From an optimization exercise on the open Yosys and OpenROAD flow, aimed at small area, a short achievable clock period and few clock cycles per item; shortcuts taken in it are not production practice. No activity file was given, so power comes from the tool's default toggle rates.

==> flow/design.v (excerpt) <==
module ble_tx (
    input  wire       clk,
    input  wire       rst,
    input  wire       start_valid,
    output wire       start_ready,
    input  wire [5:0] start_channel,
    input  wire [1:0] start_phy,
    input  wire [4:0] start_plen,
    input  wire       in_valid,
    output wire       in_ready,
    input  wire [7:0] in_data,
    output reg        out_valid,
    input  wire       out_ready,
    output reg  [7:0] out_data,
    output reg        out_last
);
Size: roughly 370 flip-flops, ~38 I/O pins, about 0.016 sq mm of cells after synthesis.
==> flow/config.mk <==
export PLATFORM = sky130hd
export DESIGN_NAME = ble_tx
export DESIGN_NICKNAME = ble_tx
export VERILOG_FILES = /design/flow/design.v
export SDC_FILE = /design/flow/constraint.sdc
export NUM_CORES = 4
export LEC_CHECK = 0
export CAP_MARGIN = 20
export CORE_MARGIN = 2
export CORE_UTILIZATION = 40
export CTS_BUF_LIST = sky130_fd_sc_hd__clkbuf_16
export CTS_CLUSTER_DIAMETER = 100
export CTS_CLUSTER_SIZE = 24
export PLACE_DENSITY = 0.6
export SETUP_SLACK_MARGIN = 2.7
export SLEW_MARGIN = 20
==> flow/constraint.sdc <==
create_clock -name core_clock -period 5.0 [get_ports {clk}]
set_input_delay 1.0000 -clock core_clock [delete_from_list [all_inputs] [get_ports {clk}]]
set_output_delay 1.0000 -clock core_clock [all_outputs]
set_load 0.01 [all_outputs]
standard.sh (not shown) runs the stock make flow with config.mk's settings and CLKGATE_MAP_FILE= SYNTH_SCRIPT=/design/flow/synth_recipe.tcl, a recipe that flattens the netlist after the stock synthesis.
==> flow/flow/run.sh <==
#!/bin/bash
# The standard layout, with real buffers (not delay cells) on the ports.
set -euo pipefail
export BUFFER_PORTS_ARGS="-buffer_cell sky130_fd_sc_hd__buf_4"
bash standard.sh finish > layout.log 2>&1
Edit:
--- a/flow/design.v
+++ b/flow/design.v
@@ -115,23 +115,24 @@
             grp[g] = 8'd0;
             for (j = 0; j < 4; j = j + 1)
                 if (4*g + j < 31)
                     grp[g] = grp[g] | (pos_lo[j] ? mem[8*(4*g+j) +: 8] : 8'd0);
         end
         rd = grp[pos[4:2]];
     end
-    reg [5:0] pos_n;
-    always @(*) begin
-        pos_n = pos + {5'd0, in_fire && aph != A_PAY} +
-                {5'd0, rb_load && (aph == A_ADDR || aph == A_PAY)};
-        if (start_fire)
-            pos_n = 6'd58;                            
-        else if (rb_load && aph == A_ADDR && addr_end)
-            pos_n = 6'd0;
-    end
+    wire [5:0] pos_r  = pos + {5'd0, rb_load && (aph == A_ADDR || aph == A_PAY)};
+    wire [5:0] pos_rw = pos_r + 6'd1;
+    wire       pos_z  = rb_load && aph == A_ADDR && addr_end;
+    wire [5:0] pos_n  = start_fire ? 6'd58 :                  
+                        pos_z ? 6'd0 :
+                        (in_fire && aph != A_PAY) ? pos_rw : pos_r;
+    wire [3:0] lo_r   = 4'd1 << pos_r[1:0];
+    wire [3:0] lo_n   = start_fire ? 4'b0100 :
+                        pos_z ? 4'b0001 :
+                        (in_fire && aph != A_PAY) ? {lo_r[2:0], lo_r[3]} : lo_r;
     reg  [7:0] bsrc;
     always @(*) begin
         if (rb_crc)
             bsrc = crc[23:16];
         else if (rb_h0)
             bsrc = 8'h40;                             
         else if (rb_h1)
@@ -179,16 +180,19 @@
             3'd3:    uhdr = 8'h6B;
             3'd2:    uhdr = 8'h7D;
             3'd1:    uhdr = 8'h91;
             3'd0:    uhdr = 8'h71;
             default: uhdr = 8'h55;
         endcase
     end
-    wire h_a0 = s8 ? HDR_A0_S8[ocnt] : HDR_A0_S2[ocnt];
-    wire h_a1 = s8 ? HDR_A1_S8[ocnt] : HDR_A1_S2[ocnt];
+    reg  h_a0, h_a1;
+    wire [47:0] HDR_A0_S2_N = {HDR_A0_S2, 1'b0};    
+    wire [47:0] HDR_A1_S2_N = {HDR_A1_S2, 1'b0};
+    wire [47:0] HDR_A0_S8_N = {HDR_A0_S8, 1'b0};
+    wire [47:0] HDR_A1_S8_N = {HDR_A1_S8, 1'b0};
     reg       nv;
     reg [7:0] nb;
     reg       nl;
     reg       fb_done;      
     always @(*) begin
         nv = 1'b0;
         nb = 8'h00;
@@ -292,15 +296,15 @@
             s_len <= {1'b0, start_plen} + 6'd6;
             wcnt  <= 6'd0;
             a_rd  <= 1'b0;
         end
         if (in_fire)
             wcnt <= wcnt_inc;
         pos    <= pos_n;
-        pos_lo <= 4'd1 << pos_n[1:0];
+        pos_lo <= lo_n;
         if (rb_load) begin
             rb_crc  <= (aph == A_CRC);
             rb_last <= (aph == A_CRC) && addr_end;
             rb_h0   <= (aph == A_H0);
             rb_h1   <= (aph == A_H1);
             rb      <= rd;
             acnt    <= acnt - 3'd1;
@@ -313,34 +317,37 @@
                 A_PAY:  acnt <= 3'd2;
                 default: ;
             endcase
         end
         if (fb_load) begin
             fb      <= bsrc ^ wbyte(lfsr);
             fb_last <= rb_last;
-            if (rb_crc)
-                crc <= {crc[15:0], 8'h00};
-            else if (!rb_h0 && !rb_h1)
-                crc <= crc8(crc, rev8(rb));
+            crc     <= rb_crc ? {crc[15:0], 8'h00} : crc8(crc, bsrc);
             lfsr    <= lfsr8(lfsr);
         end else if (emit && oph == O_FRM) begin
             fb <= s8 ? {fb[6:0], 1'b0} : {fb[3:0], 4'h0};
         end
         if (emit) begin
             if (oph == O_FRM || oph == O_TERM)
                 fec <= s8 ? {fec[1:0], e_b} : s2_fec;
             ocnt <= ocnt - ((oph == O_FRM && !s8) ? 6'd4 : 6'd1);
             if (oph == O_FRM && fb_done && fb_last)
                 ocnt <= s8 ? 6'd2 : 6'd0;
         end
+        if (emit && oph == O_HDR) begin
+            h_a0 <= s8 ? HDR_A0_S8_N[ocnt] : HDR_A0_S2_N[ocnt];
+            h_a1 <= s8 ? HDR_A1_S8_N[ocnt] : HDR_A1_S2_N[ocnt];
+        end
         if (pstart) begin
+            h_a0  <= 1'b0;                            
+            h_a1  <= 1'b1;
             o_phy <= s_phy;
             ocnt  <= s_phy[1] ? 6'd46 : (s_phy[0] ? 6'd5 : 6'd4);
             fec   <= 3'd0;
-            crc   <= crc8(crc8(CRC_INIT, 8'h40), rev8({2'b00, s_len}));
+            crc   <= CRC_INIT;
             lfsr  <= {s_ch[0], s_ch[1], s_ch[2], s_ch[3], s_ch[4], s_ch[5], 1'b1};
         end
         if (adv) begin
             out_data <= nb;
             out_last <= nl;
         end
     end
Cell count rose by a few percent.
Cell area rose slightly.
Worst hold slack hardly moves.
Via count rose by a few percent.
Global-route usage fell by 0.25 points.
Routed wire length fell slightly.
First-iteration DRC count fell by a quarter to a third.
Sequential power rose by a few percent.
No functional check of the RTL was part of any run of this note.

========
Another version of the RTL of ble_tx (not shown whole).
For scale: ~1,200 cells after synthesis, about 38 I/O pins.
clock: 5.0 ns
lec_check: 0
cap_margin: 20
core_margin: 2
core_utilization: 40
cts_buf_list: sky130_fd_sc_hd__clkbuf_16
cts_cluster_diameter: 100
cts_cluster_size: 30
place_density: 0.6
setup_slack_margin: 2.5
slew_margin: 20
run.sh (not shown) runs the stock make flow with config.mk's settings and CLKGATE_MAP_FILE= SYNTH_SCRIPT=/design/flow/synth_recipe.tcl, a recipe that flattens the netlist after the stock synthesis.
Stock flow here: none of the scripts above is used.
Edit:
--- a/flow/design.v
+++ b/flow/design.v
@@ -54,25 +54,25 @@
             lfsr8 = s;
         end
     endfunction
     function [7:0] s8map(input a0, input a1);
         s8map = {a0, a0, ~a0, ~a0, a1, a1, ~a1, ~a1};
     endfunction
     reg       busy;         
     reg       pend;         
     reg [5:0] s_ch;
     reg [1:0] s_phy;
-    reg [5:0] s_len;        
+    reg [4:0] s_pl;
     assign start_ready = !busy;
     wire start_fire = start_valid && !busy;
-    wire       ps_wrap = s_len[5];
-    wire [4:0] ps      = ps_wrap ? s_len[4:0] : s_len[4:0] - 5'd1;
+    wire [4:0] ps      = (s_pl > 5'd25) ? s_pl - 5'd26 : s_pl + 5'd5;
+    wire       ps_wrap = (s_pl > 5'd25);
     reg [7:0] mem [0:30];
     reg       ld_act;       
     reg [4:0] wslot;
     reg       wrapped;
     reg       wr_en;        
     reg [7:0] wr_data;
     reg       a_rd;         
     assign in_ready = ld_act && (!wrapped || a_rd);
     wire in_fire = in_valid && in_ready;
     wire [4:0] wr_slot = (wslot == 5'd0) ? 5'd30 : wslot - 5'd1;
@@ -108,21 +108,21 @@
     wire fb_load = rb_v && (!fb_v || fb_take);
     wire rb_load = a_avail && (!rb_v || fb_load);
     wire [7:0] pb   = rev8(rb);
     reg  [7:0] bsrc;
     always @(*) begin
         if (rb_crc)
             bsrc = crc[23:16];
         else if (rb_h0)
             bsrc = 8'h40;                             
         else if (rb_h1)
-            bsrc = rev8({2'b00, s_len});       
+            bsrc = rev8({3'b000, s_pl} + 8'd6);       
         else
             bsrc = pb;
     end
     localparam [1:0] O_IDLE = 2'd0,
                      O_HDR  = 2'd1,    
                      O_FRM  = 2'd2,    
                      O_TERM = 2'd3;    
     localparam [46:0] HDR_A0_S2 = {10'h000, 37'h092e71f762};
     localparam [46:0] HDR_A1_S2 = {10'h3ff, 37'h0f99a8e07a};
     localparam [46:0] HDR_A0_S8 = {10'h000, 37'h092e71f77c};
@@ -229,21 +229,21 @@
             end
             if (in_fire && wslot == ps && wrapped == ps_wrap)
                 ld_act <= 1'b0;
             wr_en <= in_fire;
             if (rb_load) begin
                 rb_v <= 1'b1;
                 case (aph)
                     A_H0: aph <= A_H1;
                     A_H1: aph <= A_ADDR;
                     A_ADDR: if (rslot == 5'd0) begin
-                        if (s_len == 6'd6) begin
+                        if (s_pl == 5'd0) begin
                             aph  <= A_CRC;
                             busy <= 1'b0;
                         end else begin
                             aph  <= A_PAY;
                         end
                     end
                     A_PAY: if (rslot == 5'd6) begin
                         aph  <= A_CRC;
                         busy <= 1'b0;
                     end
@@ -279,21 +279,21 @@
                 end
             end else if (emit) begin
                 sk_v <= 1'b1;
             end
         end
     end
     always @(posedge clk) begin
         if (start_fire) begin
             s_ch    <= start_channel;
             s_phy   <= start_phy;
-            s_len   <= {1'b0, start_plen} + 6'd6;
+            s_pl    <= start_plen;
             wslot   <= 5'd0;
             wrapped <= 1'b0;
             a_rd    <= 1'b0;
         end
         if (in_fire) begin
             wslot <= (wslot == 5'd30) ? 5'd0 : wslot + 5'd1;
             if (wslot == 5'd30)
                 wrapped <= 1'b1;
         end
         wr_data <= in_data;
@@ -341,17 +341,16 @@
             o_phy <= s_phy;
             ocnt  <= s_phy[1] ? 6'd46 : (s_phy[0] ? 6'd5 : 6'd4);
             fec   <= 3'd0;
             bc    <= 3'd0;
             crc   <= CRC_INIT;
             lfsr  <= {s_ch[0], s_ch[1], s_ch[2], s_ch[3], s_ch[4], s_ch[5], 1'b1};
         end
         if (!out_valid || out_ready) begin
             out_data <= sk_v ? sk_d : nb;
             out_last <= sk_v ? sk_l : nl;
-        end
-        if (!sk_v) begin
+        end else if (emit) begin
             sk_d <= nb;
             sk_l <= nl;
         end
     end
 endmodule
=> Cell count grows by 4.9%; register-to-register slack loses 0.098 ns; critical path depth climbs by 3; clock-buffer cell count does not change; via count rose by 6.6%; hold slack got worse by 0.020 ns; cell area is higher by 4.9%.
Function was not checked in any run of this note: the RTL went through the layout flow alone.

separate check: timing with driven ports:
In the flow no input, the clock included, has a driving cell. The finished layouts below were timed again as built, in two steps. Step 1 assumes that a clkbuf_16 drives the clock port and a buf_2 every other input. Step 2 adds t to the input delays and takes it off the output delays; t is the mean of the earliest and latest rising clock arrival at the registers after step 1. Input paths then give back, and output paths get back, about the clock's delay inside the block. a / b / c = no drivers / after step 1 / after step 2; a / b = the first two.
run | t (ns) | slack for setup (ns) | clock arrival spread, ns | pins driven straight from the clock port
the first run of note 1 | 0.575 | 2.626 / 2.626 / 2.129 | 0.020 / 0.021 | 1
the second run of note 1 | 0.567 | 2.567 / 2.567 / 2.072 | 0.035 / 0.035 | 1
the first run of note 2 | 0.575 | 2.542 / 2.529 / 2.129 | 0.047 / 0.047 | 1
the second run of note 2 | 0.589 | 2.444 / 2.444 / 2.073 | 0.029 / 0.029 | 1
After both steps setup and hold are still met in every run listed. For the first run of note 1, which loses most, drivers alone change the setup slack by 0.000 ns; drivers and shift together by -0.497 ns.
